This design comes from an exercise in tuning for small area, a short achievable clock period and few clock cycles on the open sky130 flow, not from production work.
Only simulation tests tie the RTL to the original design; equivalence was not proved.
Power figures rest on the tool's default switching activity, not on a simulated workload.

Setup of before:
==> flow/design.v <==
module hcid_tlcorr (
    input  wire [7:0] c,
    output wire [7:0] t
);
    assign t[0] =
        (c == 8'd48) |
        (c == 8'd51) |
        (c == 8'd53) |
        (c == 8'd55) |
        (c == 8'd57) |
        (c == 8'd66) |
        (c == 8'd68) |
        (c == 8'd70) |
        (c == 8'd72) |
        (c == 8'd74) |
        (c == 8'd77) |
        (c == 8'd79) |
        (c == 8'd81) |
        (c == 8'd83) |
        (c == 8'd85) |
        (c == 8'd87) |
        (c == 8'd89) |
        (c == 8'd98) |
        (c == 8'd100) |
        (c == 8'd102) |
        (c == 8'd104) |
        (c == 8'd106) |
        (c == 8'd109) |
        (c == 8'd111) |
        (c == 8'd113) |
        (c == 8'd115) |
        (c == 8'd117) |
        (c == 8'd119) |
        (c == 8'd121);
    assign t[1] =
        (c == 8'd52) |
        (c == 8'd53) |
        (c == 8'd56) |
        (c == 8'd57) |
        (c == 8'd67) |
        (c == 8'd68) |
        (c == 8'd71) |
        (c == 8'd72) |
        (c == 8'd75) |
        (c == 8'd77) |
        (c == 8'd80) |
        (c == 8'd81) |
        (c == 8'd84) |
        (c == 8'd85) |
        (c == 8'd88) |
        (c == 8'd89) |
        (c == 8'd99) |
        (c == 8'd100) |
        (c == 8'd103) |
        (c == 8'd104) |
        (c == 8'd107) |
        (c == 8'd109) |
        (c == 8'd112) |
        (c == 8'd113) |
        (c == 8'd116) |
        (c == 8'd117) |
        (c == 8'd120) |
        (c == 8'd121);
    assign t[2] =
        (c == 8'd48) |
        (c == 8'd54) |
        (c == 8'd55) |
        (c == 8'd56) |
        (c == 8'd57) |
        (c == 8'd69) |
        (c == 8'd70) |
        (c == 8'd71) |
        (c == 8'd72) |
        (c == 8'd78) |
        (c == 8'd79) |
        (c == 8'd80) |
        (c == 8'd81) |
        (c == 8'd86) |
        (c == 8'd87) |
        (c == 8'd88) |
        (c == 8'd89) |
        (c == 8'd101) |
        (c == 8'd102) |
        (c == 8'd103) |
        (c == 8'd104) |
        (c == 8'd110) |
        (c == 8'd111) |
        (c == 8'd112) |
        (c == 8'd113) |
        (c == 8'd118) |
        (c == 8'd119) |
        (c == 8'd120) |
        (c == 8'd121);
    assign t[3] =
        (c == 8'd48) |
        (c == 8'd49) |
        (c == 8'd50) |
        (c == 8'd51) |
        (c == 8'd52) |
        (c == 8'd53) |
        (c == 8'd54) |
        (c == 8'd55) |
        (c == 8'd56) |
        (c == 8'd57) |
        (c == 8'd73) |
        (c == 8'd74) |
        (c == 8'd75) |
        (c == 8'd76) |
        (c == 8'd77) |
        (c == 8'd78) |
        (c == 8'd79) |
        (c == 8'd80) |
        (c == 8'd81) |
        (c == 8'd90) |
        (c == 8'd105) |
        (c == 8'd106) |
        (c == 8'd107) |
        (c == 8'd108) |
        (c == 8'd109) |
        (c == 8'd110) |
        (c == 8'd111) |
        (c == 8'd112) |
        (c == 8'd113) |
        (c == 8'd122);
    assign t[4] =
        (c == 8'd50) |
        (c == 8'd51) |
        (c == 8'd52) |
        (c == 8'd53) |
        (c == 8'd54) |
        (c == 8'd55) |
        (c == 8'd56) |
        (c == 8'd57) |
        (c == 8'd82) |
        (c == 8'd83) |
        (c == 8'd84) |
        (c == 8'd85) |
        (c == 8'd86) |
        (c == 8'd87) |
        (c == 8'd88) |
        (c == 8'd89) |
        (c == 8'd90) |
        (c == 8'd114) |
        (c == 8'd115) |
        (c == 8'd116) |
        (c == 8'd117) |
        (c == 8'd118) |
        (c == 8'd119) |
        (c == 8'd120) |
        (c == 8'd121) |
        (c == 8'd122);
    assign t[5] = !(
          (c == 8'd51) |
          (c == 8'd52) |
          (c == 8'd53) |
          (c == 8'd54) |
          (c == 8'd55) |
          (c == 8'd56) |
          (c == 8'd57));
    assign t[6] = !(
          (c == 8'd51) |
          (c == 8'd52) |
          (c == 8'd53) |
          (c == 8'd54) |
          (c == 8'd55) |
          (c == 8'd56) |
          (c == 8'd57) |
          (c == 8'd97) |
          (c == 8'd98) |
          (c == 8'd99) |
          (c == 8'd100) |
          (c == 8'd101) |
          (c == 8'd102) |
          (c == 8'd103) |
          (c == 8'd104) |
          (c == 8'd105) |
          (c == 8'd106) |
          (c == 8'd107) |
          (c == 8'd109) |
          (c == 8'd110) |
          (c == 8'd111) |
          (c == 8'd112) |
          (c == 8'd113) |
          (c == 8'd114) |
          (c == 8'd115) |
          (c == 8'd116) |
          (c == 8'd117) |
          (c == 8'd118) |
          (c == 8'd119) |
          (c == 8'd120) |
          (c == 8'd121) |
          (c == 8'd122));
    assign t[7] = !(
          (c == 8'd48) |
          (c == 8'd49) |
          (c == 8'd50) |
          (c == 8'd51) |
          (c == 8'd52) |
          (c == 8'd53) |
          (c == 8'd54) |
          (c == 8'd55) |
          (c == 8'd56) |
          (c == 8'd57) |
          (c == 8'd65) |
          (c == 8'd66) |
          (c == 8'd67) |
          (c == 8'd68) |
          (c == 8'd69) |
          (c == 8'd70) |
          (c == 8'd71) |
          (c == 8'd72) |
          (c == 8'd73) |
          (c == 8'd74) |
          (c == 8'd75) |
          (c == 8'd76) |
          (c == 8'd77) |
          (c == 8'd78) |
          (c == 8'd79) |
          (c == 8'd80) |
          (c == 8'd81) |
          (c == 8'd82) |
          (c == 8'd83) |
          (c == 8'd84) |
          (c == 8'd85) |
          (c == 8'd86) |
          (c == 8'd87) |
          (c == 8'd88) |
          (c == 8'd89) |
          (c == 8'd90) |
          (c == 8'd97) |
          (c == 8'd98) |
          (c == 8'd99) |
          (c == 8'd100) |
          (c == 8'd101) |
          (c == 8'd102) |
          (c == 8'd103) |
          (c == 8'd104) |
          (c == 8'd105) |
          (c == 8'd106) |
          (c == 8'd107) |
          (c == 8'd108) |
          (c == 8'd109) |
          (c == 8'd110) |
          (c == 8'd111) |
          (c == 8'd112) |
          (c == 8'd113) |
          (c == 8'd114) |
          (c == 8'd115) |
          (c == 8'd116) |
          (c == 8'd117) |
          (c == 8'd118) |
          (c == 8'd119) |
          (c == 8'd120) |
          (c == 8'd121) |
          (c == 8'd122));
endmodule
module hcid_decoder (
    input  wire         clk,
    input  wire         rst,
    input  wire         in_valid,
    output wire         in_ready,
    input  wire [7:0]   in_char,
    output wire         out_valid,
    input  wire         out_ready,
    output wire [23:0]  out_prefix,      
    output wire [319:0] out_cw,          
    output wire [39:0]  out_bera,        
    output reg  [5:0]   out_count,       
    output reg          out_case_lost,   
    output reg          out_eof          
);
    reg  [7:0] a_c;          
    reg        a_v;
    reg  [5:0] idx;          
    reg        ov;           
    reg        rdy;          
    assign in_ready  = rdy;
    assign out_valid = ov;
    wire [7:0] a_t;          
    hcid_tlcorr u_tl (.c(a_c), .t(a_t));
    wire [4:0] sym    = a_t[4:0];
    wire       letter = a_t[5];
    wire       upper  = a_t[6];
    wire       era    = a_t[7];
    wire consume = a_v && !(ov && idx != 6'd0);
    wire accept  = in_valid && rdy;
    wire last    = (idx == 6'd62);
    wire [5:0] idx_n = consume ? (last ? 6'd0 : idx + 6'd1) : idx;
    wire ov_n   = (ov && !out_ready) || (consume && last);
    always @(posedge clk) begin
        if (accept) a_c <= in_char;
        if (rst) begin
            a_v <= 1'b0;
            idx <= 6'd0;
            ov  <= 1'b0;
            rdy <= 1'b1;
        end else begin
            a_v <= accept || (a_v && !consume);
            idx <= idx_n;
            ov  <= ov_n;
            rdy <= !(ov_n && idx_n != 6'd0);
        end
    end
    reg  [6:0] w;
    reg        mk;           
    wire [2:0] lb   = {idx[2] ^ idx[0], idx[1], idx[0]};
    wire       emit = lb[2] | (lb[1] & lb[0]);
    wire [11:0] win = {w, sym};
    reg  [7:0] byte_n;
    always @* begin
        case (lb)
            3'd3:    byte_n = win[7:0];
            3'd4:    byte_n = win[8:1];
            3'd5:    byte_n = win[9:2];
            3'd6:    byte_n = win[10:3];
            default: byte_n = win[11:4];
        endcase
    end
    wire mk_in  = (lb != 3'd0) && mk;
    wire mk_b   = mk_in || era;              
    wire cw_b   = (idx >= 6'd5);             
    always @(posedge clk) begin
        if (consume) begin
            w  <= win[6:0];
            mk <= emit ? (lb != 3'd3 && era) : mk_b;
        end
    end
    reg [311:0] fb;          
    reg [35:0]  be;
    always @(posedge clk) begin
        if (consume && emit)
            fb <= {(cw_b && mk_b) ? 8'h00 : byte_n, fb[311:8]};
        if (consume && emit && cw_b)
            be <= {mk_b, be[35:1]};
    end
    reg  [3:0]  n;           
    reg         se;          
    reg  [31:0] cap;         
    reg  [3:0]  cbe;         
    wire seg_start = (idx == 6'd3) || (idx == 6'd18) || (idx == 6'd33) || (idx == 6'd48);
    wire seg_end   = (idx == 6'd17) || (idx == 6'd32) || (idx == 6'd47) || last;
    wire [1:0] seg = (idx >= 6'd48) ? 2'd3 : (idx >= 6'd33) ? 2'd2 : (idx >= 6'd18) ? 2'd1 : 2'd0;
    wire in_seg    = (idx >= 6'd3);
    wire [3:0] n_in   = seg_start ? 4'd0 : n;
    wire       se_in  = seg_start ? 1'b0 : se;
    wire       take   = letter && !n_in[3];
    wire       se_out = se_in || era;
    wire       ok_out = (n_in[3] || (n_in[2:0] == 3'd7 && letter)) && !se_out;
    wire z7 = (cap[30:24] == 7'h00);
    wire o7 = (cap[30:24] == 7'h7F);
    wire z3 = take ? (z7 && !upper) : (z7 && !cap[31]);
    wire o3 = take ? (o7 && upper)  : (o7 && cap[31]);
    wire [3:0] okv = {ok_out, ~cbe[2:0]};
    wire [3:0] zv  = {z3, cap[23:16] == 8'h00, cap[15:8] == 8'h00, cap[7:0] == 8'h00};
    wire [3:0] ov1 = {o3, cap[23:16] == 8'hFF, cap[15:8] == 8'hFF, cap[7:0] == 8'hFF};
    wire       lost  = (&(zv | ~okv)) || (&(ov1 | ~okv));
    wire [3:0] cbe_f = {4{lost}} | ~okv | {3'b000, era};    
    integer g;
    always @(posedge clk) begin
        if (consume && in_seg) begin
            n  <= n_in + {3'd0, take};
            se <= se_out;
        end
        for (g = 0; g < 4; g = g + 1) begin
            if (consume && last) begin
                if (cbe_f[g]) cap[8*g +: 8] <= 8'h00;
                else if (g == 3 && take) cap[8*g +: 8] <= {cap[8*g +: 7], upper};
            end else if (consume && in_seg && seg == g && take)
                cap[8*g +: 8] <= {cap[8*g +: 7], upper};
        end
        if (consume && seg_end) begin
            if (last) cbe <= cbe_f;
            else cbe[seg] <= !ok_out;
        end
    end
    wire       inc_b = emit && cw_b && mk_b;
    wire       inc_s = seg_end && !ok_out;
    wire [1:0] inc   = {inc_b && inc_s, inc_b ^ inc_s};
    wire [2:0] k_lost = 3'd1 + {2'b00, ~cbe[0]} + {2'b00, ~cbe[1]} + {2'b00, ~cbe[2]};
    wire [6:0] s_lost = {out_count, mk_b} + {3'b000, k_lost, mk_b};
    wire [1:0] k_kept = {1'b0, era && !cbe[0]} + {1'b0, !ok_out};
    wire [6:0] s_kept = {out_count, mk_b} + {4'b0000, k_kept, mk_b};
    always @(posedge clk) begin
        if (consume) begin
            if (idx == 6'd1)
                out_count <= 6'd0;
            else if (last)
                out_count <= lost ? s_lost[6:1] : s_kept[6:1];
            else
                out_count <= out_count + {4'd0, inc};
            if (last) begin
                out_case_lost <= lost;
                out_eof       <= |sym[2:0];
            end
        end
    end
    assign out_prefix = fb[23:0];
    assign out_cw     = {cap, fb[311:24]};
    assign out_bera   = {cbe, be};
endmodule
Settings: LEC_CHECK=0, CAP_MARGIN=20, CORE_MARGIN=2, CORE_UTILIZATION=40, SLEW_MARGIN=20; clock period 18.0 ns.
standard.sh (not shown) runs the stock make flow with config.mk's settings and CLKGATE_MAP_FILE= SYNTH_SCRIPT=/design/flow/synth_recipe.tcl, a recipe that flattens the netlist after the stock synthesis.
==> flow/flow/run.sh <==
#!/bin/bash
# Own layout flow: the standard ORFS flow, with the port buffers that
# global placement inserts made from sky130_fd_sc_hd__buf_1 instead of the
# cell buffer_ports picks by itself. Everything else is the standard flow.
set -euo pipefail
export BUFFER_PORTS_ARGS="-buffer_cell sky130_fd_sc_hd__buf_1"
bash standard.sh BUFFER_PORTS_ARGS="$BUFFER_PORTS_ARGS" finish > orfs_flow.log 2>&1
Testbench counts of before, summed over its fixed seeds: cycles 75,624.
### before -> after
diff --git a/flow/design.v b/flow/design.v
--- a/flow/design.v
+++ b/flow/design.v
@@ -267,30 +267,30 @@
     output wire [39:0]  out_bera,        
     output reg  [5:0]   out_count,       
     output reg          out_case_lost,   
     output reg          out_eof          
 );
-    reg  [7:0] a_c;          
+    wire [7:0] t_in;
+    hcid_tlcorr u_tl (.c(in_char), .t(t_in));
+    reg  [7:0] a_t;          
     reg        a_v;
     reg  [5:0] idx;          
     reg        ov;           
     reg        rdy;          
     assign in_ready  = rdy;
     assign out_valid = ov;
-    wire [7:0] a_t;          
-    hcid_tlcorr u_tl (.c(a_c), .t(a_t));
     wire [4:0] sym    = a_t[4:0];
     wire       letter = a_t[5];
     wire       upper  = a_t[6];
     wire       era    = a_t[7];
     wire consume = a_v && !(ov && idx != 6'd0);
     wire accept  = in_valid && rdy;
     wire last    = (idx == 6'd62);
     wire [5:0] idx_n = consume ? (last ? 6'd0 : idx + 6'd1) : idx;
     wire ov_n   = (ov && !out_ready) || (consume && last);
     always @(posedge clk) begin
-        if (accept) a_c <= in_char;
+        if (accept) a_t <= t_in;
         if (rst) begin
             a_v <= 1'b0;
             idx <= 6'd0;
             ov  <= 1'b0;
             rdy <= 1'b1;
@@ -371,25 +371,19 @@
         if (consume && seg_end) begin
             if (last) cbe <= cbe_f;
             else cbe[seg] <= !ok_out;
         end
     end
-    wire       inc_b = emit && cw_b && mk_b;
-    wire       inc_s = seg_end && !ok_out;
-    wire [1:0] inc   = {inc_b && inc_s, inc_b ^ inc_s};
-    wire [2:0] k_lost = 3'd1 + {2'b00, ~cbe[0]} + {2'b00, ~cbe[1]} + {2'b00, ~cbe[2]};
-    wire [6:0] s_lost = {out_count, mk_b} + {3'b000, k_lost, mk_b};
-    wire [1:0] k_kept = {1'b0, era && !cbe[0]} + {1'b0, !ok_out};
-    wire [6:0] s_kept = {out_count, mk_b} + {4'b0000, k_kept, mk_b};
+    wire [2:0] ncap = {2'b00, cbe_f[0]} + {2'b00, cbe_f[1]} + {2'b00, cbe_f[2]} + {2'b00, cbe_f[3]};
     always @(posedge clk) begin
         if (consume) begin
             if (idx == 6'd1)
                 out_count <= 6'd0;
             else if (last)
-                out_count <= lost ? s_lost[6:1] : s_kept[6:1];
-            else
-                out_count <= out_count + {4'd0, inc};
+                out_count <= out_count + {5'd0, mk_b} + {3'd0, ncap};
+            else if (emit && cw_b && mk_b)
+                out_count <= out_count + 6'd1;
             if (last) begin
                 out_case_lost <= lost;
                 out_eof       <= |sym[2:0];
             end
         end
### Flow results
In summary, after completed successfully, with a layout that passed the timing, DRC and antenna checks.
Of the two values seen for timing startpoint of the critical path, cbe[0] was produced by before and idx[0] by after.
Re total power: after is about 4% down on before.
Global-route usage ended up 0.22 points lower on after than on before.
Compared with before, after shows a floorplan core area that is 970 um2 lower.
Relative to before, power density over the cells decreased by about 1.2% in after.
Taking before as the reference point, the maximum frequency of after falls by 10 MHz.
For sequential power, after and before come out practically identical.
Against before as the reference, after delivers a higher time the final worst path needs with I/O delays and setup.
Area of combinational cells with multiple inputs, after vs before: down by more than 10%
Non-filler instance count after layout: before and after compared, higher one is before
Between after and before, it is after whose number of inverters outside the clock class in the layout is lower, by 1.
Testbench counts of after, summed over its fixed seeds: cycles 75,624.

port drivers added, routing unchanged:
The flow's constraints put no driver on any port. The routed layouts listed below were extracted and timed again, unchanged, in two steps. Step 1: set_driving_cell puts a clkbuf_16 on clk and a buf_2 on each other input, an assumption about the parent block. Step 2 times the ports against the registers' clock, not the clock port: input delays grow and output delays shrink by t, the midpoint of the rising clock arrivals with the driver on. Three values: no drivers, after step 1, after step 2; two values: the first two.
run | t (ns) | setup slack, ns | hold WS [ns] | slew at the worst register clock pin (ns)
before | 0.619 | 13.089 / 13.041 / 13.609 | 0.435 / 0.435 / 0.435 | 0.06 / 0.06
after | 0.603 | 12.832 / 12.832 / 12.301 | 0.442 / 0.442 / 0.442 | 0.06 / 0.06
After both steps setup and hold are still met in every run listed. For after, which loses most, drivers alone change the setup slack by 0.000 ns; drivers and shift together by -0.531 ns.
